This design comes from an exercise in tuning for small area on the open sky130 flow, not from production work. Function was checked by simulation only, so behaviour that the tests miss may differ from the original. No activity file was given, so power comes from the tool's default toggle rates.

`design/flow/design.v`:
```
module iris_core (
    input  wire        clk,
    input  wire        rst,         
    input  wire        cmd_valid,
    output wire        cmd_ready,
    input  wire [39:0] cmd,
    output reg         rsp_valid,
    output wire [39:0] rsp
);
    localparam [7:0] TERM = 8'h01;
    localparam [7:0] OP_RB_CREATE   = 8'h01;
    localparam [7:0] OP_RB_PUSH     = 8'h02;
    localparam [7:0] OP_RB_POP      = 8'h03;
    localparam [7:0] OP_SNAP_BIND   = 8'h10;
    localparam [7:0] OP_SNAP_UNBIND = 8'h11;
    localparam [7:0] OP_SNAP_WR     = 8'h12;
    localparam [7:0] OP_HDR_BIND    = 8'h14;
    localparam [7:0] OP_HDR_UNBIND  = 8'h15;
    localparam [7:0] OP_HDR_WR      = 8'h16;
    localparam [7:0] OP_OUT_RD      = 8'h18;
    localparam [7:0] OP_LPS_RD      = 8'h19;
    localparam [7:0] OP_PM_LPS      = 8'h20;
    localparam [7:0] OP_PM_MATCH    = 8'h21;
    localparam [7:0] OP_ROT         = 8'h22;
    localparam [7:0] OP_VALIDATE    = 8'h23;
    localparam [7:0] OP_SYNC        = 8'h24;
    localparam [7:0] OP_REG_RD      = 8'h30;
    localparam [7:0] ST_OK               = 8'h00;
    localparam [7:0] ST_FULL             = 8'h01;
    localparam [7:0] ST_EMPTY            = 8'h02;
    localparam [7:0] ST_ALLOC_FAIL       = 8'h03;
    localparam [7:0] ST_VALID            = 8'h10;
    localparam [7:0] ST_HEADER_NOT_FOUND = 8'h11;
    localparam [7:0] ST_PAYLOAD_INVALID  = 8'h12;
    localparam [7:0] ST_NULL_OR_EMPTY    = 8'h13;
    localparam [7:0] ST_EMPTY_HEADER     = 8'h14;
    localparam [7:0] ST_NO_BUFFER        = 8'h20;
    localparam [7:0] ST_BAD_ARG          = 8'h21;
    localparam [7:0] ST_ILLEGAL_CMD      = 8'h22;
    localparam [7:0] ST_NOT_READY        = 8'h23;
    localparam [2:0] FS_START     = 3'd0;
    localparam [2:0] FS_REJECTED  = 3'd1;
    localparam [2:0] FS_NOT_FOUND = 3'd2;
    localparam [2:0] FS_VALID     = 3'd5;
    localparam [2:0] FS_INVALID   = 3'd6;
    localparam [2:0] S_IDLE = 3'd0;
    localparam [2:0] S_MOD  = 3'd1;    
    localparam [2:0] S_LPS  = 3'd2;    
    localparam [2:0] S_SCAN = 3'd3;    
    localparam [2:0] S_ROT  = 3'd4;    
    localparam [2:0] S_VAL  = 3'd5;    
    reg  [3:0]   ph;
    reg  [127:0] stg;
    reg  [127:0] snp;
    reg  [63:0]  hdr;
    reg  [127:0] outb;
    reg  [23:0]  lps;
    reg  [7:0]   vv;
    wire [7:0] stg_t = stg[7:0];
    wire [7:0] snp_t = snp[7:0];
    wire [7:0] hdr_t = hdr[7:0];
    wire [7:0] out_t = outb[7:0];
    wire [2:0] lps_t = lps[2:0];
    wire       v_t   = vv[0];
    reg        rb_valid;
    reg [4:0]  capacity;
    reg [3:0]  head;
    reg [3:0]  tail;
    reg        snap_present;
    reg [4:0]  data_len;
    reg        hdr_present;
    reg [3:0]  hdr_len;
    reg [2:0]  fs_state;
    reg [3:0]  lps_len;
    reg        hp_valid;
    reg [3:0]  header_pos;
    reg [4:0]  out_len;
    reg [4:0]  rsp_st;
    reg [7:0]  rsp_d;
    assign rsp = {2'b00, rsp_st[4:3], 1'b0, rsp_st[2:0], 24'd0, rsp_d};
    reg [2:0]  state;
    reg        sub;        
    reg        ksync;      
    reg        klps;       
    reg [7:0]  c;
    reg        prev;       
    reg [3:0]  k;          
    reg [4:0]  v;          
    reg [3:0]  rem;        
    wire [2:0] lpsval = rem[2:0];
    reg        ok;
    wire [3:0] m = hdr_len;
    wire [4:0] n = data_len;
    wire [7:0]  op    = cmd[39:32];
    wire [31:0] arg   = cmd[31:0];
    wire [23:0] idx   = cmd[31:8];
    wire [7:0]  abyte = cmd[7:0];
    wire fmt_b_ok = (arg[31:8] == 24'd0);
    wire fmt_i_ok = (arg[7:0] == 8'd0);
    wire fmt_n_ok = fmt_b_ok && fmt_i_ok;
    wire o_create = (op == OP_RB_CREATE);
    wire o_push   = (op == OP_RB_PUSH);
    wire o_pop    = (op == OP_RB_POP);
    wire o_sbind  = (op == OP_SNAP_BIND);
    wire o_sunb   = (op == OP_SNAP_UNBIND);
    wire o_swr    = (op == OP_SNAP_WR);
    wire o_hbind  = (op == OP_HDR_BIND);
    wire o_hunb   = (op == OP_HDR_UNBIND);
    wire o_hwr    = (op == OP_HDR_WR);
    wire o_ord    = (op == OP_OUT_RD);
    wire o_lrd    = (op == OP_LPS_RD);
    wire o_lps    = (op == OP_PM_LPS);
    wire o_match  = (op == OP_PM_MATCH);
    wire o_rot    = (op == OP_ROT);
    wire o_val    = (op == OP_VALIDATE);
    wire o_sync   = (op == OP_SYNC);
    wire o_reg    = (op == OP_REG_RD);
    wire legal = o_create || o_sbind || o_swr || o_hbind || o_hwr || o_rot ||
                 ((o_push || o_reg) && fmt_b_ok) ||
                 ((o_ord || o_lrd) && fmt_i_ok) ||
                 ((o_pop || o_sunb || o_hunb || o_lps || o_match || o_val || o_sync) && fmt_n_ok);
    wire arg_hi5  = (arg[31:5] != 27'd0);
    wire arg_gt16 = arg_hi5 || (arg[4] && arg[3:0] != 4'd0);
    wire arg_gt8  = arg_hi5 || arg[4] || (arg[3] && arg[2:0] != 3'd0);
    wire idx_hi5  = (idx[23:5] != 19'd0);
    wire idx_ge16 = idx_hi5 || idx[4];
    wire idx_ge8  = idx_ge16 || idx[3];
    wire       p16     = o_push || o_pop || o_swr || o_ord;
    wire       p8      = o_hwr || o_lrd;
    wire [3:0] tgt     = o_pop ? tail : (o_swr || o_ord || p8) ? idx[3:0] : head;
    wire [3:0] tgt_inc = tgt + 4'd1;
    wire [3:0] ptr_nx  = ({1'b0, tgt_inc} == capacity) ? 4'd0 : tgt_inc;
    wire       rb_empty  = rb_valid && (head == tail);
    wire       rb_full   = rb_valid && (ptr_nx == tail);
    wire       snap_ok   = snap_present && (n != 5'd0);
    wire       m_zero    = (m == 4'd0);
    wire       at_tgt  = (ph[2:0] == tgt[2:0]) && (p8 || ph[3] == tgt[3]);
    wire       rot_mod = o_rot && snap_ok;
    wire idle = (state == S_IDLE);
    assign cmd_ready = idle ? (!(p16 || p8) || at_tgt) && !rot_mod
                            : (state == S_MOD) && (v == 5'd31);
    wire accept = cmd_valid && cmd_ready;
    wire do_cmd = accept && idle && legal;
    wire [3:0] rno    = abyte[3:0];
    wire       reg_ok = (abyte[7:5] == 3'd0) &&
                        (abyte[4] ? (rno[3:2] == 2'd0) : (rno <= 4'd12));
    reg  [4:0] lo_v;
    always @(*) begin
        case (rno)
            4'h0: lo_v = {2'd0, rb_full, rb_empty, rb_valid};
            4'h1: lo_v = capacity;
            4'h2: lo_v = {1'b0, head};
            4'h3: lo_v = {1'b0, tail};
            4'h4: lo_v = {4'd0, snap_present};
            4'h5: lo_v = data_len;
            4'h6: lo_v = {4'd0, hdr_present};
            4'h7: lo_v = {1'b0, hdr_len};
            4'h8: lo_v = {1'b0, lps_len};
            4'h9: lo_v = {4'd0, hp_valid};
            4'hA: lo_v = {1'b0, header_pos};
            4'hB: lo_v = out_len;
            4'hC: lo_v = {2'd0, fs_state};
            default: lo_v = 5'bx;
        endcase
    end
    wire [4:0] hi_v    = {~rno[1], rno[1] & ~rno[0], 2'b00, rno[1] & rno[0]};
    wire [4:0] reg_val = abyte[4] ? hi_v : lo_v;
    wire ord_bad = idx_hi5 || (idx[4:0] >= out_len);
    wire lrd_bad = idx_ge16 || (idx[3:0] >= lps_len);
    wire pm_null = !hdr_present || (!o_lps && !snap_ok);
    wire pm_cmd  = o_lps || o_match || o_sync;
    wire create_ok = (arg != 32'd0) && !arg_gt16;
    wire push_ok = rb_valid && !rb_full;
    wire pop_ok  = rb_valid && !rb_empty;
    wire e_nobuf = (o_push || o_pop) && !rb_valid;
    wire e_full  = o_push && rb_full;
    wire e_empty = o_pop && rb_empty;
    wire e_alloc = o_create && !create_ok;
    wire e_bad   = (o_sbind && arg_gt16) || (o_swr && idx_ge16) ||
                   (o_hbind && arg_gt8) || (o_hwr && idx_ge8) ||
                   (o_ord && ord_bad) || (o_lrd && lrd_bad) || (o_reg && !reg_ok);
    wire hdr_in  = (pm_cmd && !pm_null) || (o_val && hdr_present);
    wire e_null  = (pm_cmd && pm_null) || o_rot || (o_val && !hdr_present);
    wire e_ehdr  = hdr_in && m_zero;
    wire e_nrdy  = o_val && hdr_present && !m_zero && (out_len == 5'd0);
    wire ilong   = legal && hdr_in && !m_zero && !(o_val && out_len == 5'd0);
    wire [4:0] ist5 = legal ? {e_nobuf || e_bad || e_nrdy,
                               e_null || e_ehdr,
                               e_ehdr,
                               e_empty || e_alloc || e_null || e_nrdy,
                               e_full || e_alloc || e_bad || e_null || e_nrdy}
                            : 5'b10010;
    wire [7:0] idat = ({8{legal && o_pop && pop_ok}} & stg_t) |
                      ({8{legal && o_ord && !ord_bad}} & out_t) |
                      ({8{legal && o_lrd && !lrd_bad}} & {5'd0, lps_t}) |
                      ({8{legal && o_reg && reg_ok}} & {3'd0, reg_val});
    wire [2:0] t      = ph[2:0];
    wire [4:0] ph_inc = {1'b0, ph} + 5'd1;
    wire       eq     = (hdr_t == c);
    wire       lmode  = (state == S_LPS);
    wire       first  = lmode ? (k == 4'd0) : (v == 5'd0);
    wire       vnew   = eq && (((t == 3'd0) && !(lmode && first)) || (prev && !first));
    wire       sweep  = (state == S_LPS || state == S_SCAN) && sub;
    wire [3:0] m1     = m - 4'd1;
    wire [4:0] spos   = v - {1'b0, m1};
    wire       s_last = (spos == n - 5'd1);
    wire [4:0] k_inc  = {1'b0, k} + 5'd1;
    wire [4:0] rem_i  = {1'b0, rem} + 5'd1;
    wire       at_k   = (t == k[2:0]) && (lmode || sub || ph[3] == k[3]);
    wire       mbit   = arg[~v];
    wire [4:0] rsh    = {rem, mbit};
    wire [3:0] rstep  = (rsh >= n) ? (rsh - n) : rsh[3:0];
    wire [1:0] cmin   = (m >= 4'd3) ? 2'd3 : m[1:0];
    wire       vbad   = ((ph < {2'b00, cmin}) && (out_t != hdr_t)) ||
                        (ph_inc == out_len && out_t != TERM);
    wire       ok_nx  = ok && !vbad;
    wire lps_end  = lmode && sub && at_k && (k_inc[3:0] == m);
    wire found    = (state == S_SCAN) && sub && (t == m1[2:0]) && vnew;
    wire scan_end = (state == S_SCAN) && sub && at_k && s_last;
    wire rot_step = (state == S_ROT) && sub && (ph == k);
    wire rot_end  = rot_step && (k_inc == n);
    wire val_end  = (state == S_VAL) && sub && (ph == 4'd15);
    reg       fin;
    reg [7:0] fst;
    always @(*) begin
        fin = 1'b0;
        fst = ST_OK;
        if (lps_end) begin
            if (klps) fin = 1'b1;
            else if ({1'b0, m} > n) begin fin = 1'b1; fst = ST_HEADER_NOT_FOUND; end
        end
        if (found && !ksync) fin = 1'b1;
        if (scan_end && !found) begin fin = 1'b1; fst = ST_HEADER_NOT_FOUND; end
        if (rot_end && !ksync) fin = 1'b1;
        if (val_end) begin fin = 1'b1; fst = ok_nx ? ST_VALID : ST_PAYLOAD_INVALID; end
    end
    wire [3:0] fdat = found ? spos[3:0] : (ksync && val_end) ? header_pos : 4'd0;
    wire stg_we  = do_cmd && o_push && push_ok;
    wire snp_we  = do_cmd && o_swr && !idx_ge16;
    wire hdr_we  = do_cmd && o_hwr && !idx_ge8;
    wire lps_we  = lmode && sub && at_k;
    wire out_we  = rot_step;
    always @(posedge clk) begin
        stg  <= {stg_we ? abyte : stg_t, stg[127:8]};
        snp  <= {snp_we ? abyte : snp_t, snp[127:8]};
        hdr  <= {hdr_we ? abyte : hdr_t, hdr[63:8]};
        outb <= {out_we ? c : out_t, outb[127:8]};
        lps  <= {lps_we ? lpsval : lps_t, lps[23:3]};
        vv   <= {sweep ? vnew : v_t, vv[7:1]};
        prev <= v_t;
    end
    wire       rsp_go = (accept && idle && !ilong) || fin;
    always @(posedge clk) begin
        if (rst)
            rsp_valid <= 1'b0;
        else
            rsp_valid <= rsp_go;
        rsp_st <= idle ? ist5 : {fst[5], fst[4], fst[2], fst[1], fst[0]};
        rsp_d  <= idle ? idat : {4'd0, fdat};
    end
    always @(posedge clk) begin
        if (rst) begin
            rb_valid     <= 1'b0;
            capacity     <= 5'd0;
            head         <= 4'd0;
            tail         <= 4'd0;
            snap_present <= 1'b0;
            data_len     <= 5'd0;
            hdr_present  <= 1'b0;
            hdr_len      <= 4'd0;
            fs_state     <= FS_START;
            lps_len      <= 4'd0;
            hp_valid     <= 1'b0;
            header_pos   <= 4'd0;
            out_len      <= 5'd0;
        end else begin
            if (do_cmd) begin
                if (o_create) begin
                    head <= 4'd0;
                    tail <= 4'd0;
                    rb_valid <= create_ok;
                    capacity <= create_ok ? arg[4:0] : 5'd0;
                end
                if (o_push && push_ok)
                    head <= ptr_nx;
                if (o_pop && pop_ok)
                    tail <= ptr_nx;
                if (o_sbind && !arg_gt16) begin
                    snap_present <= 1'b1;
                    data_len     <= arg[4:0];
                end
                if (o_sunb) begin
                    snap_present <= 1'b0;
                    data_len     <= 5'd0;
                end
                if (o_hbind && !arg_gt8) begin
                    hdr_present <= 1'b1;
                    hdr_len     <= arg[3:0];
                end
                if (o_hunb) begin
                    hdr_present <= 1'b0;
                    hdr_len     <= 4'd0;
                end
                if (o_lps || o_match || o_sync)
                    lps_len <= 4'd0;
                if (o_match || o_sync) begin
                    hp_valid   <= 1'b0;
                    header_pos <= 4'd0;
                end
                if (o_sync) begin
                    out_len  <= 5'd0;
                    fs_state <= ilong ? FS_START : FS_REJECTED;
                end
                if (o_rot)
                    out_len <= 5'd0;
            end
            if (state == S_MOD && accept)
                out_len <= 5'd0;
            if (lps_end)
                lps_len <= m;
            if (found) begin
                hp_valid   <= 1'b1;
                header_pos <= spos[3:0];
            end
            if (rot_end)
                out_len <= n;
            if (ksync) begin
                if ((lps_end && {1'b0, m} > n) || (scan_end && !found))
                    fs_state <= FS_NOT_FOUND;
                if (val_end)
                    fs_state <= ok_nx ? FS_VALID : FS_INVALID;
            end
        end
    end
    always @(posedge clk) begin
        if (rst) begin
            ph    <= 4'd0;
            state <= S_IDLE;
        end else begin
            ph <= ph_inc[3:0];
            case (state)
            S_IDLE: begin
                sub <= 1'b0;
                k   <= 4'd0;
                if (cmd_valid && rot_mod) begin
                    rem   <= 4'd0;
                    v     <= 5'd0;
                    state <= S_MOD;
                end else if (do_cmd && ilong) begin
                    klps  <= o_lps;
                    ksync <= o_sync;
                    state <= o_val ? S_VAL : S_LPS;
                end
            end
            S_MOD: begin
                rem   <= rstep;
                v     <= v + 5'd1;
                ksync <= 1'b0;
                if (!cmd_valid)
                    state <= S_IDLE;
                else if (v == 5'd31)
                    state <= S_ROT;
            end
            S_LPS: begin
                if (!sub) begin
                    if (at_k) begin
                        c      <= hdr_t;
                        rem    <= 4'd0;
                        sub    <= 1'b1;
                    end
                end else begin
                    if (vnew)
                        rem    <= {1'b0, t + 3'd1};
                    if (at_k) begin
                        sub <= 1'b0;
                        k   <= k_inc[3:0];
                        if (lps_end) begin
                            k <= 4'd0;
                            v <= 5'd0;
                            if (fin) state <= S_IDLE;
                            else     state <= S_SCAN;
                        end
                    end
                end
            end
            S_SCAN: begin
                if (!sub) begin
                    if (at_k) begin
                        c   <= snp_t;
                        sub <= 1'b1;
                    end
                end else if (found) begin
                    rem   <= spos[3:0];
                    k     <= 4'd0;
                    sub   <= 1'b0;
                    state <= ksync ? S_ROT : S_IDLE;
                end else if (at_k) begin
                    if (s_last)
                        state <= S_IDLE;
                    v   <= v + 5'd1;
                    k   <= (k_inc == n) ? 4'd0 : k_inc[3:0];
                    sub <= 1'b0;
                end
            end
            S_ROT: begin
                if (!sub) begin
                    if (ph == rem) begin
                        c   <= snp_t;
                        sub <= 1'b1;
                    end
                end else if (rot_step) begin
                    k   <= k_inc[3:0];
                    rem <= (rem_i == n) ? 4'd0 : rem_i[3:0];
                    sub <= 1'b0;
                    if (rot_end)
                        state <= ksync ? S_VAL : S_IDLE;
                end
            end
            S_VAL: begin
                if (!sub) begin
                    if (ph == 4'd15) begin
                        ok  <= (out_len >= {3'd0, cmin});
                        sub <= 1'b1;
                    end
                end else begin
                    ok <= ok_nx;
                    if (val_end)
                        state <= S_IDLE;
                end
            end
            default: state <= S_IDLE;
            endcase
        end
    end
endmodule
```
`design/flow/flow/run.sh`:
```
#!/bin/bash
# Own layout flow: the standard ORFS flow, with an area-oriented ABC
# script in synthesis and CTS arguments from flow/cts_args (if present).
# Each tool's full output goes to a log file in the work folder.
set -euo pipefail
W=$(pwd)
export AREA_ABC_SCRIPT=$W/flow/area.abc
export FLOW_SYNTH_TCL=$W/synth_recipe.tcl
# flow settings from the standard flow's config.mk, also on make's command line (as standard.sh does)
knobs=()
while read -r k v; do
  knobs+=("$k=$v")
done < <(sed -n 's/^export \(CAP_MARGIN\|CORE_MARGIN\|CORE_UTILIZATION\|PLACE_DENSITY\|SLEW_MARGIN\|CTS_CLUSTER_SIZE\|CTS_CLUSTER_DIAMETER\|CTS_BUF_LIST\|DIE_AREA\|CORE_AREA\|GPL_TIMING_DRIVEN\|GPL_ROUTABILITY_DRIVEN\) = \(.*\)$/\1 \2/p' config.mk)
export SKIP_REPAIR_TIE_FANOUT=1
# every port keeps its buffer; the smallest buffer cell is enough here
export BUFFER_PORTS_ARGS="-buffer_cell sky130_fd_sc_hd__buf_1"
if [[ -f flow/cts_args ]]; then
  export CTS_ARGS="$(cat flow/cts_args)"
fi
make -C "$FLOW_HOME" DESIGN_CONFIG="$W/config.mk" WORK_HOME="$W/orfs" CLKGATE_MAP_FILE= \
  SYNTH_SCRIPT="$W/flow/synth.tcl" "${knobs[@]}" finish > "$W/make_flow.log" 2>&1
R="$W/orfs/results/${FLOW_PLATFORM:-sky130hd}/iris_core/base"
: # left out here: write the final layout as DEF
```
`design/flow/flow/area.abc`:
```
strash
&get -n
&deepsyn -T 20
&put
dch -f
amap
topo
```
`design/flow/flow/cts_args`:
```
-sink_clustering_enable -repair_clock_nets -dont_use_dummy_load -sink_clustering_size 28 -sink_clustering_max_diameter 100
```
`design/flow/flow/synth.tcl`:
```
# Standard synthesis (synth_recipe.tcl, sourced below) with one change: the
# combinational mapping runs an area-oriented ABC script (flow/area.abc)
# instead of ORFS's delay-oriented one. Registers are mapped before ABC
# runs and ABC never sees them, so they are the standard synthesis's.
proc abc {args} {
  set i [lsearch $args -script]
  if {$i >= 0} {
    set args [lreplace $args [expr {$i + 1}] [expr {$i + 1}] $::env(AREA_ABC_SCRIPT)]
  }
  puts "area flow: abc $args"
  yosys abc {*}$args
}
source $::env(FLOW_SYNTH_TCL)
```
`design/flow/standard.sh`:
```
#!/bin/bash
# synth_recipe.tcl (not shown) runs the flow's synth.tcl, then flattens the netlist and writes it again
# the make line also repeats each setting of config.mk as NAME=value (left out here)
make -C /OpenROAD-flow-scripts/flow DESIGN_CONFIG=/design/flow/config.mk WORK_HOME=/design/flow/orfs CLKGATE_MAP_FILE= SYNTH_SCRIPT=/design/flow/synth_recipe.tcl "${@:-finish}"
```
`design/flow/config.mk`:
```
export PLATFORM = sky130hd
export DESIGN_NAME = iris_core
export DESIGN_NICKNAME = iris_core
export VERILOG_FILES = /design/flow/design.v
export SDC_FILE = /design/flow/constraint.sdc
export NUM_CORES = 4
export LEC_CHECK = 0
export CAP_MARGIN = 20
export CORE_MARGIN = 2
export CORE_UTILIZATION = 60
export PLACE_DENSITY = 0.75
export SLEW_MARGIN = 20
```
`design/flow/constraint.sdc`:
```
create_clock -name core_clock -period 10.0 [get_ports {clk}]
set_input_delay 2.0000 -clock core_clock [delete_from_list [all_inputs] [get_ports {clk}]]
set_output_delay 2.0000 -clock core_clock [all_outputs]
set_load 0.01 [all_outputs]
```
==> impl_metrics.tcl, run 1 <==
set metrics [dict create \
    status "complete, no violations" \
    r2r_setup_slack_ps 4940 \
    drt_wl_total_um 41200 \
    min_period_ps 7680 \
    crit_path_cell_trace "buf_1 -> clkinv_1 -> nand2_1 -> nor3_1 -> clkinv_1 -> nor2_1 -> clkinv_1 -> nor2_1 -> nor2_1 -> a222oi_1 -> o22ai_1 -> or4_1 -> o21a_1 -> nor2_1 -> a21oi_1 -> clkinv_1 -> buf_1" \
    layout_setup_ws_ps 2320 \
    htree_levels 1 \
    fillers 2112 \
    synth_top_area_share 0.653 \
    fmax_ghz 0.130 \
    synth.distinct_cells 46 \
    clkSlewWorstSetupHoldPaths_ps 100 \
    critical_path_class "primary input to output pin" \
    r2r_end "head[3]" \
    cts_root_buf "clkbuf_16" \
    grt_pass1_vias 10700 \
    yosysWarnings 1 \
    worstHoldPathCells 0 \
    insertion_delay_ps 580 \
    seq_power_share 0.610 \
    critical_path_peak_fanout 7 \
    ys_top_cells_by_area "dfxtp_1, o22ai_1, edfxtp_1" \
    relSlewSlack 0.376 \
    p_per_area_nw_per_um2 230 \
    syn_inst 1468 \
    ys_seq_area_frac 0.698 \
    holdPathEnd "outb[65]" \
    crit_required_ps 8000 \
    wire_per_inst_um 21.6 \
    antennaDiodeCount 0 \
    max_cap_violations 0 \
    ant_nets 0 \
    areaGrowthSynthToFinish_pct 6.98 \
    avgSynthCellArea_um2 11.4 \
    end_kind "output pin" \
    setup_viol 0 \
    worstPathArrival_ps 5680 \
    dieHeight_um 171 \
    drive_above_1_share 0.0229 \
    yosys.area.top_type "dfxtp_1" \
    cts_max_path_buffers 3 \
    vdd_drop_max_v 0.000172 \
    drt_iter0_drc 1317 \
    fin_util 0.647 \
    clock_skew_ps 74.6 \
    synth_flop_cell "dfxtp_1" \
    place.gp.congestion 0.992 \
    cts_inserted_buffers 24 \
    dp_hpwl_um 30400 \
    switching_share 0.264 \
    ioPinCount 85 \
    slowest_delay_ps 760 \
    total_power_mw 4.10 \
    power_switching_mw 1.08 \
    dr_total_vias 11200 \
    worstMarginPinSlew_ps 926 \
    yosysMostFrequentCell "dfxtp_1" \
    slew_viol_final 0 \
    dp_worst_setup_slack_ps 2070 \
    grt_max_degree 29 \
    reg2regPathDepth 18 \
    cts_tree "done" \
    grt_setup_unrepaired "no" \
    min_from "outb[73]" \
    nNetsFinal 1615 \
    grt_pass1_wl_um 62300 \
    synthesis.area_um2 16700 \
    hold_viol_final 0 \
    hp-class "flop to flop" \
    dieArea_um2 29100 \
    synthArstFlopShare 0 \
    numPortBuffers 57 \
    num_rows 61 \
    start_util 0.605 \
    die_w_um 171 \
    core_um2 27600 \
    via_per_inst 5.88 \
    antenna_found_initial 1 \
    grt_usage 0.285 \
    dr.pass1.iters 7 \
    p_comb_frac 0.132 \
    fin_crit_sh 0.768 \
    grt_remaining_overflow 0 \
    synth_seq_cells 569 \
    cts-hold-fix-buffers 0 \
    worst-path-buf-inv 6 \
    p_leak_nw 6.55 \
    reg2reg_from "tail[0]" \
    internal_power_mw 3.02 \
    startpoint_type "primary input" \
    path_delay_family "simple AND/OR/NAND/NOR gates" \
    setup_tns_ps 0 \
    synth_commonest_cells "dfxtp_1, clkinv_1, nor2_1, o22ai_1, nor3_1" \
    drc 0 \
    synth_edf_count 25 \
    cts_setup_buffers 0 \
    clock_sinks 569 \
    syn_nets 1550 \
    cts_resized 0 \
    holdWs_ps 282 \
    slowest_stage "a222oi_1" \
    p_clk_frac 0.258 \
]
[power groups by stage]
stage | Clock [mW] | Combinational, mW | Sequential, mW
finish | 1.06 | 0.543 | 2.50
global route | 1.15 | 0.591 | 2.51
CTS | 1.07 | 0.524 | 2.50
detailed placement | 0 | 0.522 | 2.55
global placement | 0 | 0.515 | 2.55
floorplan | 0 | 0.342 | 2.52
[layout by cell type, fill, tap and decap left out, types with 31 or more instances in the layout]
cell	synthesis	routed
nor2_1	140	140
o22ai_1	137	137
buf_1	0	57
nand2_1	51	51
dfxtp_1	544	544
ha_1	37	37
o21ai_0	32	32
a21oi_1	31	31
clkinv_1	190	190
nor3_1	54	53
[through the flow]
step	instance area, um2	cells
after floorplan	16700	1468
after global placement	17200	1885
after detailed placement	17200	1885
after CTS	17800	1909
after global routing	17800	1909
final	17800	1909
[metal layers]
layer  routed length (um)  global-route usage
met5                    0                   0
met2                17100               0.423
met3                 3890              0.0518
met1                18700               0.419
met4                 1510               0.102
[cell type report]
cell class	instances	area, um2	share of cell area
Clock buffer	24	601	0.0337
Inverter	190	713	0.0400
Multi-Input combinational cell	682	4130	0.232
Sequential cell	569	11600	0.653
Tap cell	378	473	0.0265
Timing Repair Buffer	66	282	0.0158
[flip-flops by register name (all words and copies together) (netlist names), 8 cells and up]
register  cells
outb        128
snp         128
stg         128
hdr          64
lps          24
c             8
rsp_d         8
vv            8
[worst max path at each step]
stage,start,endpoint,cells past startpoint
after floorplan,cmd[39],cmd_ready,15
after global placement,cmd[34],head[3],26
after detailed placement,cmd[34],head[3],26
after CTS,cmd[34],cmd_ready,17
after global routing,cmd[34],head[1],26
final,cmd[34],cmd_ready,17
[worst register-to-register path, stage by stage (launching register included)]
cell and delay, ps:
dfxtp_1 500, clkinv_1 200, a222oi_1 650, clkinv_1 200
nor3_1 250, nor2_1 70, a21oi_1 240, nor2_1 60
a2111oi_0 530, o21a_1 250, nor2_1 70, clkinv_1 90
o22ai_1 80, nor4_1 430, clkinv_1 180, nand4_1 390
clkinv_1 390, nand3_1 260, o22ai_1 110
[cells by family after synthesis]
| logic type | after synthesis | synth area share |
|---|---|---|
| other | 1 | 0.000225 |
| adder cells (fa/ha/maj) | 39 | 0.0302 |
| buffers and inverters | 217 | 0.0549 |
| flip-flops | 569 | 0.698 |
| AND/OR/NAND/NOR | 331 | 0.0912 |
| AO/OA/AOI/OAI | 311 | 0.125 |
==> inputs of run 2 (changes only) <==
--- a/design/flow/design.v
+++ b/design/flow/design.v
@@ -46,6 +46,7 @@
     localparam [2:0] S_IDLE = 3'd0;
     localparam [2:0] S_MOD  = 3'd1;    
     localparam [2:0] S_LPS  = 3'd2;    
+    localparam [2:0] S_LPSO = 3'd6;    
     localparam [2:0] S_SCAN = 3'd3;    
     localparam [2:0] S_ROT  = 3'd4;    
     localparam [2:0] S_VAL  = 3'd5;    
@@ -81,14 +82,11 @@
     reg [2:0]  state;
     reg        sub;        
     reg        ksync;      
-    reg        klps;       
-    reg [7:0]  c;
+    reg [7:0]  c;          
     reg        prev;       
     reg [3:0]  k;          
     reg [4:0]  v;          
-    reg [3:0]  rem;        
-    wire [2:0] lpsval = rem[2:0];
-    reg        ok;
+    wire [2:0] lpsval = v[2:0];
     wire [3:0] m = hdr_len;
     wire [4:0] n = data_len;
     wire [7:0]  op    = cmd[39:32];
@@ -197,28 +195,31 @@
     wire [2:0] t      = ph[2:0];
     wire [4:0] ph_inc = {1'b0, ph} + 5'd1;
     wire       eq     = (hdr_t == c);
-    wire       lmode  = (state == S_LPS);
+    wire       lmode  = (state[1:0] == 2'b10);    
+    wire       klps   = state[2];
     wire       first  = lmode ? (k == 4'd0) : (v == 5'd0);
     wire       vnew   = eq && (((t == 3'd0) && !(lmode && first)) || (prev && !first));
-    wire       sweep  = (state == S_LPS || state == S_SCAN) && sub;
+    wire       sweep  = (lmode || state == S_SCAN) && sub;
     wire [3:0] m1     = m - 4'd1;
     wire [4:0] spos   = v - {1'b0, m1};
     wire       s_last = (spos == n - 5'd1);
     wire [4:0] k_inc  = {1'b0, k} + 5'd1;
-    wire [4:0] rem_i  = {1'b0, rem} + 5'd1;
+    wire [4:0] v_inc  = v + 5'd1;
+    wire [3:0] k_wrap = (k_inc == n) ? 4'd0 : k_inc[3:0];
     wire       at_k   = (t == k[2:0]) && (lmode || sub || ph[3] == k[3]);
     wire       mbit   = arg[~v];
-    wire [4:0] rsh    = {rem, mbit};
+    wire [4:0] rsh    = {k, mbit};
     wire [3:0] rstep  = (rsh >= n) ? (rsh - n) : rsh[3:0];
     wire [1:0] cmin   = (m >= 4'd3) ? 2'd3 : m[1:0];
     wire       vbad   = ((ph < {2'b00, cmin}) && (out_t != hdr_t)) ||
                         (ph_inc == out_len && out_t != TERM);
+    wire       ok     = c[0];    
     wire       ok_nx  = ok && !vbad;
-    wire lps_end  = lmode && sub && at_k && (k_inc[3:0] == m);
+    wire lps_end  = lmode && sub && at_k && (t == m1[2:0]);    
     wire found    = (state == S_SCAN) && sub && (t == m1[2:0]) && vnew;
     wire scan_end = (state == S_SCAN) && sub && at_k && s_last;
-    wire rot_step = (state == S_ROT) && sub && (ph == k);
-    wire rot_end  = rot_step && (k_inc == n);
+    wire rot_step = (state == S_ROT) && sub && (ph == v[3:0]);
+    wire rot_end  = rot_step && (v_inc == n);
     wire val_end  = (state == S_VAL) && sub && (ph == 4'd15);
     reg       fin;
     reg [7:0] fst;
@@ -343,34 +344,32 @@
                 sub <= 1'b0;
                 k   <= 4'd0;
                 if (cmd_valid && rot_mod) begin
-                    rem   <= 4'd0;
                     v     <= 5'd0;
                     state <= S_MOD;
                 end else if (do_cmd && ilong) begin
-                    klps  <= o_lps;
                     ksync <= o_sync;
-                    state <= o_val ? S_VAL : S_LPS;
+                    state <= o_val ? S_VAL : o_lps ? S_LPSO : S_LPS;
                 end
             end
             S_MOD: begin
-                rem   <= rstep;
-                v     <= v + 5'd1;
+                k     <= rstep;
+                v     <= v_inc;
                 ksync <= 1'b0;
                 if (!cmd_valid)
                     state <= S_IDLE;
                 else if (v == 5'd31)
                     state <= S_ROT;
             end
-            S_LPS: begin
+            S_LPS, S_LPSO: begin
                 if (!sub) begin
                     if (at_k) begin
                         c      <= hdr_t;
-                        rem    <= 4'd0;
+                        v      <= 5'd0;
                         sub    <= 1'b1;
                     end
                 end else begin
                     if (vnew)
-                        rem    <= {1'b0, t + 3'd1};
+                        v      <= {2'b00, t + 3'd1};
                     if (at_k) begin
                         sub <= 1'b0;
                         k   <= k_inc[3:0];
@@ -390,27 +389,27 @@
                         sub <= 1'b1;
                     end
                 end else if (found) begin
-                    rem   <= spos[3:0];
-                    k     <= 4'd0;
+                    k     <= spos[3:0];
+                    v     <= 5'd0;
                     sub   <= 1'b0;
                     state <= ksync ? S_ROT : S_IDLE;
                 end else if (at_k) begin
                     if (s_last)
                         state <= S_IDLE;
-                    v   <= v + 5'd1;
-                    k   <= (k_inc == n) ? 4'd0 : k_inc[3:0];
+                    v   <= v_inc;
+                    k   <= k_wrap;
                     sub <= 1'b0;
                 end
             end
             S_ROT: begin
                 if (!sub) begin
-                    if (ph == rem) begin
+                    if (at_k) begin
                         c   <= snp_t;
                         sub <= 1'b1;
                     end
                 end else if (rot_step) begin
-                    k   <= k_inc[3:0];
-                    rem <= (rem_i == n) ? 4'd0 : rem_i[3:0];
+                    v   <= v_inc;
+                    k   <= k_wrap;
                     sub <= 1'b0;
                     if (rot_end)
                         state <= ksync ? S_VAL : S_IDLE;
@@ -419,11 +418,11 @@
             S_VAL: begin
                 if (!sub) begin
                     if (ph == 4'd15) begin
-                        ok  <= (out_len >= {3'd0, cmin});
+                        c[0] <= (out_len >= {3'd0, cmin});
                         sub <= 1'b1;
                     end
                 end else begin
-                    ok <= ok_nx;
+                    c[0] <= ok_nx;
                     if (val_end)
                         state <= S_IDLE;
                 end
==> design/flow/flow/cts_args (replaced) <==
-sink_clustering_enable -repair_clock_nets -dont_use_dummy_load -sink_clustering_size 30 -sink_clustering_max_diameter 90
--- a/design/flow/config.mk
+++ b/design/flow/config.mk
@@ -7,6 +7,6 @@
 export LEC_CHECK = 0
 export CAP_MARGIN = 20
 export CORE_MARGIN = 2
-export CORE_UTILIZATION = 60
-export PLACE_DENSITY = 0.75
+export CORE_UTILIZATION = 65
+export PLACE_DENSITY = 0.8
 export SLEW_MARGIN = 20
==> run 2 against run 1 <==
Compared with the run above: still clean; worst hold slack got worse by 9.2 ps; via count up 3.3%; synthesized cell count decreased by 1.3%; critical path type unchanged; largest cell class unchanged; critical path depth fell by 2; design area is 1.9% lower; sequential power down 4%; highest routed layer is now met5; area after synthesis is 1.4% lower; global-route usage up 7.1 points; setup slack gained 46 ps; sequential cell count fell by 6; clock skew increased by 28 ps.
==> impl_metrics.tcl, run 2 <==
set metrics [dict create \
    via_per_inst 6.32 \
    p_leak_nw 6.45 \
    ys_seq_area_frac 0.697 \
    min_period_ps 7640 \
    p_clk_frac 0.272 \
    holdWs_ps 272 \
    yosysMostFrequentCell "dfxtp_1" \
    p_per_area_nw_per_um2 221 \
    place.gp.congestion 1.04 \
    synth_flop_cell "dfxtp_1" \
    synth.distinct_cells 50 \
    areaGrowthSynthToFinish_pct 6.41 \
    cts-hold-fix-buffers 0 \
    dr_total_vias 11600 \
    dieArea_um2 26600 \
    synthArstFlopShare 0 \
    yosysWarnings 1 \
    setup_tns_ps 0 \
    slowest_stage "a222oi_1" \
    drc 0 \
    grt_setup_unrepaired "no" \
    insertion_delay_ps 580 \
    yosys.area.top_type "dfxtp_1" \
    cts_setup_buffers 0 \
    status "complete, no violations" \
    cts_inserted_buffers 23 \
    cts_tree "done" \
    antennaDiodeCount 0 \
    relSlewSlack 0.263 \
    setup_viol 0 \
    max_cap_violations 0 \
    fin_util 0.699 \
    cts_max_path_buffers 3 \
    internal_power_mw 2.88 \
    ys_top_cells_by_area "dfxtp_1, o22ai_1, clkinv_1" \
    nNetsFinal 1591 \
    avgSynthCellArea_um2 11.3 \
    core_um2 25000 \
    grt_max_degree 31 \
    synth_seq_cells 563 \
    htree_levels 1 \
    drt_wl_total_um 46900 \
    clock_sinks 563 \
    slew_viol_final 0 \
    dp_hpwl_um 32800 \
    antenna_found_initial 2 \
    drt_iter0_drc 1672 \
    critical_path_class "primary input to output pin" \
    grt_pass1_vias 11300 \
    start_util 0.657 \
    vdd_drop_max_v 0.000214 \
    power_switching_uw 982 \
    num_rows 58 \
    numPortBuffers 57 \
    cts_root_buf "clkbuf_16" \
    grt_usage 0.355 \
    ioPinCount 85 \
    seq_power_share 0.623 \
    end_kind "output pin" \
    grt_remaining_overflow 0 \
    switching_share 0.254 \
    startpoint_type "primary input" \
    grt_pass1_wl_um 69400 \
    p_comb_frac 0.105 \
    ant_nets 0 \
    synth_top_area_share 0.662 \
    clkSlewWorstSetupHoldPaths_ps 110 \
    dieHeight_um 163 \
    wire_per_inst_um 25.5 \
    total_power_mw 3.86 \
    crit_top_cell "nor2_1" \
    drive_above_1_share 0.0206 \
    final_common_cell "dfxtp_1" \
    worstMarginPinSlew_ps 1080 \
    hold_viol_final 0 \
    syn_nets 1531 \
    fin_crit_sh 0.764 \
    reg.largest.list "outb (128), snp (128), stg (128)" \
    hp-class "flop to flop" \
    worstPathArrival_ps 5640 \
    synthesis.area_um2 16400 \
    die_w_um 163 \
    cts_resized 0 \
    final_cell_mix "dfxtp_1, clkinv_1, nor2_1" \
    synth_edf_count 19 \
    dr.pass1.iters 6 \
    critical_path_peak_fanout 6 \
    syn_inst 1449 \
    slowest_delay_ps 630 \
    fmax_ghz 0.131 \
    clock_skew_ps 102 \
    synth_commonest_cells "dfxtp_1, clkinv_1, nor2_1, o22ai_1, nand2_1" \
    crit_path_cell_trace "buf_1 -> or2_0 -> or3_1 -> or3_1 -> nor2_1 -> nor2_1 -> a222oi_1 -> clkinv_1 -> o22ai_1 -> nor4_1 -> a21oi_1 -> nor2_1 -> a21oi_1 -> clkinv_1 -> buf_1" \
    crit_required_ps 8000 \
]
[run 2: cell types whose count changed after synthesis, sizes merged, moves of 6 or more]
cell	before	now
o22ai	137	121
edfxtp	25	19
a211oi	8	15
and3	2	8
nor3	54	42
o21ai	32	50
o221ai	20	12
nor2	140	128
[run 2: power by group through the flow]
stage	logic (mW)	clock network [mW]	registers, mW
2_1_floorplan	0.249	0	2.43
3_3_place_gp	0.363	0	2.44
3_5_place_dp	0.370	0	2.45
4_1_cts	0.385	1.05	2.40
5_1_grt	0.428	1.13	2.41
6_report	0.406	1.05	2.41
[run 2: layout make-up]
| cell class | count | area, um2 |
|---|---|---|
| clock buffers | 23 | 576 |
| fillers | 1718 | 7540 |
| inverters | 188 | 706 |
| multi-input cells | 671 | 4090 |
| flip-flops and latches | 563 | 11500 |
| well taps | 330 | 413 |
| repair buffers | 62 | 251 |
[run 2: cells by family after synthesis]
kind of cell             after synthesis  synth area share
other                                  1          0.000228
flip-flops                           563             0.697
buffers and inverters                215            0.0553
AO/OA/AOI/OAI                        322             0.131
AND/OR/NAND/NOR                      309            0.0860
adder cells (fa/ha/maj)               39            0.0306
[run 2: through the flow]
step / setup slack [ps] / instance area (um2) / std cells
2_1_floorplan: 3130 / 16400 / 1449
3_3_place_gp: 2130 / 16900 / 1814
3_5_place_dp: 2390 / 16900 / 1814
4_1_cts: 2470 / 17500 / 1837
5_1_grt: 2060 / 17500 / 1837
6_report: 2360 / 17500 / 1837
[run 2: metal layers]
metal	GRT usage	wire, um	vias to the layer above
met2	0.569	21000	812
met5	0	13	-
li1	-	-	5124
met3	0.0764	4870	190
met4	0.144	2380	2
met1	0.474	18600	5479
[run 2: worst paths after layout]
kind	slack [ps]	cells after the start	end	start
hold reg to reg	270	0	hdr[42]	hdr[50]
hold / removal	270	0	hdr[42]	hdr[50]
setup reg to reg	4850	15	head[3]	data_len[1]
setup / recovery	2360	15	cmd_ready	cmd[39]
[run 2: worst max-delay path: cells and delay by family]
kind,cells,cell delay (ps)
AO/OA/AOI/OAI,4,1350
AND/OR/NAND/NOR,7,1700
buffers and inverters,4,580
==> inputs of run 3 (changes only) <==
--- a/design/flow/flow/run.sh
+++ b/design/flow/flow/run.sh
@@ -1,6 +1,8 @@
 #!/bin/bash
 # Own layout flow: the standard ORFS flow, with an area-oriented ABC
-# script in synthesis and CTS arguments from flow/cts_args (if present).
+# script in synthesis (flow/area.abc, adders left to ABC), port buffers of
+# the smallest buffer cell, one tie cell for the constant outputs, and CTS
+# arguments from flow/cts_args (no dummy loads, larger sink clusters).
 # Each tool's full output goes to a log file in the work folder.
 set -euo pipefail
 W=$(pwd)
@@ -17,7 +19,9 @@
 if [[ -f flow/cts_args ]]; then
   export CTS_ARGS="$(cat flow/cts_args)"
 fi
+# ADDER_MAP_FILE empty: adders are left to ABC instead of being mapped to
+# half/full adder cells first (smaller here)
 make -C "$FLOW_HOME" DESIGN_CONFIG="$W/config.mk" WORK_HOME="$W/orfs" CLKGATE_MAP_FILE= \
-  SYNTH_SCRIPT="$W/flow/synth.tcl" "${knobs[@]}" finish > "$W/make_flow.log" 2>&1
+  ADDER_MAP_FILE= SYNTH_SCRIPT="$W/flow/synth.tcl" "${knobs[@]}" finish > "$W/make_flow.log" 2>&1
 R="$W/orfs/results/${FLOW_PLATFORM:-sky130hd}/iris_core/base"
 : # left out here: write the final layout as DEF
==> design/flow/flow/area.abc (replaced) <==
strash
&get -n
&deepsyn -T 20
&put
dch -f
amap
strash
&get -n
&deepsyn -T 20
&put
dch -f
amap
topo
==> run 3 against run 2 <==
Compared with the run above: via count shrank 5.2%; wire length is 13% lower; still clean; sequential power barely moved; largest cell class unchanged; worst hold slack improved by 14 ps; fmax is 1.7% higher.
==> impl_metrics.tcl, run 3 <==
set metrics [dict create \
    fmax_ghz 0.133 \
    dr.pass1.iters 8 \
    clock_sinks 563 \
    ys_top_cells_by_area "dfxtp_1, nor2_1, edfxtp_1" \
    grt_remaining_overflow 0 \
    nNetsFinal 1538 \
    power_switching_uw 934 \
    synth_edf_count 19 \
    p_per_area_nw_per_um2 223 \
    drt_wl_total_um 40800 \
    dp_worst_setup_slack_ps 2660 \
    switching_share 0.246 \
    wire_per_inst_um 22.5 \
    synth_top_area_share 0.681 \
    critical_path_class "primary input to output pin" \
    avgSynthCellArea_um2 11.1 \
    drt_iter0_drc 1504 \
    instances_no_fill 1817 \
    synth.distinct_cells 50 \
    seq_power_share 0.630 \
    yosysWarnings 1 \
    p_leak_nw 6.22 \
    dp_hpwl_um 29800 \
    htree_levels 1 \
    slowest_stage "nor3_1" \
    ant_nets 0 \
    insertion_delay_ps 560 \
    place_area_um2 16400 \
    reg2reg_from "v[0]" \
    place.gp.congestion 1.03 \
    num_rows 57 \
    syn_nets 1478 \
    syn_inst 1435 \
    grt_max_degree 31 \
    grt_pass1_vias 10600 \
    status "complete, no violations" \
    total_power_mw 3.79 \
    r2r_setup_slack_ps 4970 \
    end_kind "output pin" \
    start_util 0.659 \
    cts_setup_buffers 0 \
    cts_resized 0 \
    dieArea_um2 25900 \
    worstPathArrival_ps 5510 \
    crit_path_cell_trace "buf_1 -> clkinv_1 -> nor3_1 -> nor2_1 -> a222oi_1 -> a21oi_1 -> a221o_1 -> nor3_1 -> a21oi_1 -> o21ai_0 -> buf_1" \
    core_um2 24200 \
    grt_setup_unrepaired "no" \
    min_from "stg[56]" \
    cts_max_path_buffers 3 \
    synth_seq_cells 563 \
    ioPinCount 85 \
    startpoint_type "primary input" \
    numPortBuffers 57 \
    worstHoldPathCells 0 \
    cts_root_buf "clkbuf_16" \
    clock_skew_ps 47.9 \
    areaGrowthSynthToFinish_pct 6.51 \
    fin_crit_sh 0.751 \
    p_comb_frac 0.100 \
    drive_above_1_share 0.0201 \
    internal_power_mw 2.86 \
    slowest_delay_ps 670 \
    p_clk_frac 0.270 \
    via_per_inst 6.05 \
    critical_path_peak_fanout 8 \
    yosysMostFrequentCell "dfxtp_1" \
    crit_required_ps 8000 \
    die_w_um 161 \
    vdd_drop_max_v 0.000202 \
    synth_flop_cell "dfxtp_1" \
    min_period_ps 7510 \
    final_common_cell "dfxtp_1" \
    dr_total_vias 11000 \
    antenna_found_initial 1 \
    reg2regPathDepth 20 \
    hp-class "flop to flop" \
    grt_pass1_wl_um 61800 \
    cts_tree "done" \
    slew_viol_final 0 \
    synthArstFlopShare 0 \
    max_cap_violations 0 \
    fin_util 0.702 \
    drc 0 \
    ys_seq_area_frac 0.717 \
    grt_usage 0.316 \
    dieHeight_um 161 \
    r2r_end "state[1]" \
    final_cell_mix "dfxtp_1, nor2_1, clkinv_1" \
    relSlewSlack 0.291 \
    reg.largest.list "outb (128), snp (128), stg (128)" \
    worstMarginPinSlew_ps 1060 \
    cts-hold-fix-buffers 0 \
    synthesis.area_um2 16000 \
    holdWs_ps 287 \
    hold_viol_final 0 \
    holdPathEnd "stg[48]" \
    clkSlewWorstSetupHoldPaths_ps 100 \
    layout_setup_ws_ps 2490 \
    cts_inserted_buffers 23 \
    antennaDiodeCount 0 \
    setup_viol 0 \
    yosys.area.top_type "dfxtp_1" \
    synth_commonest_cells "dfxtp_1, nor2_1, clkinv_1, o22ai_1, a21oi_1" \
    setup_tns_ps 0 \
    place_inst 1794 \
    postLayoutCellArea_um2 17000 \
]
==> run 3: cell count changes in the layout (fill, tap and decap cells not counted), moves of 13 or more <==
| cell | delta |
|---|---|
| nor2_1 | +68 |
| a21oi_1 | +51 |
| clkinv_1 | -37 |
| ha_1 | -37 |
| o22ai_1 | -32 |
| o21ai_0 | +13 |
==> run 3: cell families (layout without fill, tap and decap cells) <==
family,Yosys count,after routing,share of synthesized area
simple gates,341,341,0.0915
buf+inv,178,236,0.0481
other cells,1,1,0.000235
compound gates,352,352,0.143
flops,563,563,0.717
==> run 3: power groups by stage <==
stage	registers, mW	logic (mW)	clock network [mW]
3_3_place_gp	2.43	0.356	0
3_5_place_dp	2.44	0.361	0
6_report	2.39	0.379	1.02
2_1_floorplan	2.42	0.246	0
5_1_grt	2.39	0.412	1.11
4_1_cts	2.39	0.362	1.04
==> run 3: layout make-up <==
class,count,area [um2]
Inverter,151,567
Tap cell,324,405
Multi-Input combinational cell,694,3760
Clock buffer,23,576
Timing Repair Buffer,62,251
Sequential cell,563,11500
Fill cell,1753,7220
==> run 3: worst max-delay path, delay by kind of cell <==
family,cells,cell delay [ps]
compound gates,5,1460
buf+inv,3,1050
simple gates,3,1010
==> run 3: per-layer routing <==
metal,wire length (um),global-route usage,up-vias
li1,-,-,5096
met1,16500,0.429,5103
met2,17800,0.492,659
met3,4420,0.0741,141
met4,2070,0.133,2
met5,14,0,-
==> run 3: worst max path at each step <==
| stage | startpoint | to | depth (start not counted) |
|---|---|---|---|
| 3_5_place_dp | cmd[32] | head[1] | 18 |
| 5_1_grt | cmd[32] | cmd_ready | 10 |
| 3_3_place_gp | cmd[32] | cmd_ready | 11 |
| 4_1_cts | cmd[32] | cmd_ready | 11 |
| 6_report | cmd[32] | cmd_ready | 11 |
| 2_1_floorplan | cmd[39] | head[0] | 16 |

-- what the ideal ports hide --
How much do the figures lean on ideal ports? The routed layouts below were timed once more, with nothing changed but the port constraints. Step 1 (the two cells are an assumption about what drives the block):
set clk [get_ports {clk}]
set_driving_cell -lib_cell sky130_fd_sc_hd__clkbuf_16 $clk
set_driving_cell -lib_cell sky130_fd_sc_hd__buf_2 [delete_from_list [all_inputs] $clk]
Step 2 times the ports against the registers' clock, not the clock port: input delays grow and output delays shrink by t, the midpoint of the rising clock arrivals with the driver on. a / b / c = no drivers / after step 1 / after step 2; a / b = the first two.
run	t, ns	slack for setup (ns)	worst register clock-pin slew, ns	cell pins on the clock port's net
run 1	0.596	2.316 / 2.294 / 1.878	0.11 / 0.11	1
run 2	0.579	2.362 / 2.342 / 2.154	0.12 / 0.12	1
run 3	0.581	2.489 / 2.457 / 2.315	0.11 / 0.11	1
After both steps every run listed still meets setup and hold. The setup slack of run 1, which loses most, moves by -0.022 ns with the drivers and by -0.438 ns with both steps.
